Source: an optimization exercise on an open RTL-to-GDS flow (aim: small area, a short achievable clock period and few clock cycles). Production flows keep margins and buffers that such runs may drop.
In this exercise RTL edits were held to simulation tests only and were not proved equivalent to the original.
Power figures rest on the tool's default switching activity, not on a simulated workload.

==> flow/design.v (excerpt) <==
module pfpp_engine (
    input  wire         clk,
    input  wire         rst,
    input  wire         cmd_valid,
    input  wire [63:0]  cmd_word,
    output wire         busy,
    output reg  [3:0]   err,
    output wire [31:0]  result,
    output reg  [127:0] dirty,
    input  wire         cfg_coalesce,
    input  wire [31:0]  cfg_opc,        
    input  wire [15:0]  cfg_nopb,       
    input  wire [2:0]   cfg_rowlen,
    input  wire [2:0]   cfg_endlen,
    input  wire [12:0]  cfg_src_len,    
    input  wire [8:0]   cfg_pal_len,    
    output wire [6:0]   fb_addr,
    output wire         fb_we,
    output wire [127:0] fb_wdata,
    input  wire [127:0] fb_rdata,
    output wire [11:0]  src_addr,
    input  wire [7:0]   src_rdata,
    output wire [7:0]   pal_addr,
    input  wire [23:0]  pal_rdata,
    output reg          bus_req,
    output reg  [1:0]   bus_kind,
    output reg  [7:0]   bus_byte,
    input  wire         bus_done,
    input  wire         bus_err
);
Size in the first run: ~640 I/O pins, roughly 34000 um2 of cells after synthesis.
clock: 10.0 ns
lec_check: 0
cap_margin: 20
core_margin: 2
core_utilization: 40
setup_slack_margin: 5
slew_margin: 20
standard.sh (not shown) runs the stock make flow with config.mk's settings and CLKGATE_MAP_FILE= SYNTH_SCRIPT=/design/flow/synth_recipe.tcl, a recipe that flattens the netlist after the stock synthesis.
==> flow/flow/run.sh <==
#!/bin/bash
set -euo pipefail
MARGIN=$(cat flow/margin.txt)
PORTBUF=$(cat flow/portbuf.txt)
bash standard.sh SETUP_SLACK_MARGIN=$MARGIN "BUFFER_PORTS_ARGS=-buffer_cell $PORTBUF" finish > layout_make.log 2>&1
==> flow/flow/margin.txt <==
6.5
==> flow/flow/portbuf.txt <==
sky130_fd_sc_hd__buf_1
Testbench counts at the start, summed over its fixed seeds: cycles 443,746.
Change:
==> flow/flow/run.sh (replaced) <==
#!/bin/bash
set -euo pipefail
MARGIN=$(cat flow/margin.txt)
bash standard.sh SETUP_SLACK_MARGIN=$MARGIN finish > layout_make.log 2>&1
ABC_AREA = 1   (was not set)
removed: flow/flow/portbuf.txt
Sequential power barely changes.
Cell area climbs by 9.4%.
Clock-buffer cell count drops by 4.
Worst hold slack degrades by 14 ps.

========
job 7090:
pfpp_engine again, from the RTL that the note above started with.
Settings: LEC_CHECK=0, CAP_MARGIN=20, CORE_MARGIN=2, CORE_UTILIZATION=40, CTS_BUF_LIST=sky130_fd_sc_hd__clkbuf_8, SETUP_SLACK_MARGIN=5, SLEW_MARGIN=20; clock period 10.0 ns.
==> flow/flow/run.sh <==
#!/bin/bash
set -euo pipefail
MARGIN=$(cat flow/margin.txt)
PORTBUF=$(cat flow/portbuf.txt)
bash standard.sh SETUP_SLACK_MARGIN=$MARGIN "BUFFER_PORTS_ARGS=-buffer_cell $PORTBUF" finish > layout_make.log 2>&1
==> flow/flow/margin.txt <==
6.75
==> flow/flow/portbuf.txt <==
sky130_fd_sc_hd__buf_1
Testbench counts of job 7090, summed over its fixed seeds: cycles 443,746.
Inputs modified between job 7090 and job 5858:
Settings: CTS_BUF_LIST removed (was sky130_fd_sc_hd__clkbuf_8).
==> flow/flow/margin.txt <==
7.0
## What came out
Going from job 7090 to job 5858, cell area after layout saw an increase, detailed placer's ending HPWL saw a decrease, total power saw an increase, delay of the slowest cell on the worst path saw an increase, total number of H-tree levels saw a decrease. Per the comparison of job 5858 with job 7090, routed via count moved up; flip-flop and latch count level; met1 capacity usage during global routing moved up; logic gate share of total power moved down; sum of routed wire segments on met1 moved up. Diff job 7090 -> job 5858 | area added between synthesis and finish | increase of 6.5 points.

========
pfpp_engine, a different RTL version from the one above (not shown whole).
Size: ~3,300 cells after synthesis, ~510 flip-flops, roughly 640 I/O pins, about 0.034 mm² of cells after synthesis.
Settings: LEC_CHECK=0, CAP_MARGIN=20, CORE_MARGIN=2, CORE_UTILIZATION=55, CTS_BUF_LIST=sky130_fd_sc_hd__clkbuf_8, SETUP_SLACK_MARGIN=5, SLEW_MARGIN=20; clock period 10.0 ns.
==> flow/flow/margin.txt <==
6.5
Scripts as last shown in full above: flow/flow/run.sh, flow/flow/portbuf.txt
The starting point completed with no timing, DRC or antenna violations.
Testbench counts at the start, summed over its fixed seeds: cycles 443,746.
Next try:
CORE_UTILIZATION = 40   (was 55)
Outcome: Clock power climbs by about 12%; setup slack gets better by 0.060 ns; core utilization shrinks by 17 points; area after synthesis is unchanged.

========
build 65:
pfpp_engine with an RTL version that a note above also has.
Size in the first run: roughly 510 flip-flops, about 640 I/O pins, about 34000 um2 of cells after synthesis.
Settings: LEC_CHECK=0, CAP_MARGIN=20, CORE_MARGIN=2, CORE_UTILIZATION=40, SETUP_SLACK_MARGIN=5, SLEW_MARGIN=20; clock period 10.0 ns.
==> flow/flow/run.sh <==
#!/bin/bash
set -euo pipefail
MARGIN=$(cat flow/margin.txt)
bash standard.sh SETUP_SLACK_MARGIN=$MARGIN finish > layout_make.log 2>&1
Scripts as last shown in full above: flow/flow/margin.txt
Testbench counts of build 65, summed over its fixed seeds: cycles 443,746.
Modified inputs, trial 54 compared to build 65
- CTS_BUF_LIST now sky130_fd_sc_hd__clkbuf_8, previously not set
==> flow/flow/run.sh <==
#!/bin/bash
set -euo pipefail
MARGIN=$(cat flow/margin.txt)
PORTBUF=$(cat flow/portbuf.txt)
bash standard.sh SETUP_SLACK_MARGIN=$MARGIN "BUFFER_PORTS_ARGS=-buffer_cell $PORTBUF" finish > layout_make.log 2>&1
==> flow/flow/portbuf.txt (new file) <==
sky130_fd_sc_hd__buf_1
[summary]
Worst setup slack after layout, build 65 and trial 54: smaller value in trial 54
[trial 54 vs build 65] total power draw: lower in trial 54
The final instance count without filler cells reported for trial 54 is greater than that of build 65 by 49.
Multi-input gate share of total cell area (lower): build 65
Delta (trial 54 minus build 65): area of all placed cells without fillers now smaller, worst voltage drop across the vdd grid went down, wire length fell by about 3%.

==> re-timing with driven ports <==
The flow's constraints put no driver on any port. The routed layouts listed below were extracted and timed again, unchanged, in two steps.
Step 1 assumes that a clkbuf_16 drives the clock port and a buf_2 every other input.
Step 2 adds t to the input delays and takes it off the output delays; t is the mean of the earliest and latest rising clock arrival at the registers after step 1. Input paths then give back, and output paths get back, about the clock's delay inside the block.
Slacks: ideal / step 1 / step 2; pairs: ideal / step 1.
| run | t, ns | slack for setup (ns) | clock arrival spread, ns |
|---|---|---|---|
| the first run of note 1 | 0.688 | 6.452 / 6.452 / 5.846 | 0.030 / 0.030 |
| the second run of note 1 | 0.710 | 6.483 / 6.459 / 5.810 | 0.034 / 0.033 |
| job 7090 | 0.772 | 6.608 / 6.547 / 6.010 | 0.092 / 0.092 |
| job 5858 | 0.707 | 6.623 / 6.561 / 6.037 | 0.042 / 0.042 |
| the first run of note 3 | 0.770 | 6.409 / 6.344 / 5.815 | 0.038 / 0.038 |
| the second run of note 3 | 0.786 | 6.469 / 6.515 / 5.729 | 0.059 / 0.059 |
| build 65 | 0.680 | 6.478 / 6.460 / 5.834 | 0.025 / 0.025 |
| trial 54 | 0.778 | 6.468 / 6.468 / 5.826 | 0.055 / 0.054 |
After both steps every run listed still meets setup and hold. The setup slack of the second run of note 3, which loses most, moves by +0.046 ns with the drivers and by -0.740 ns with both steps.
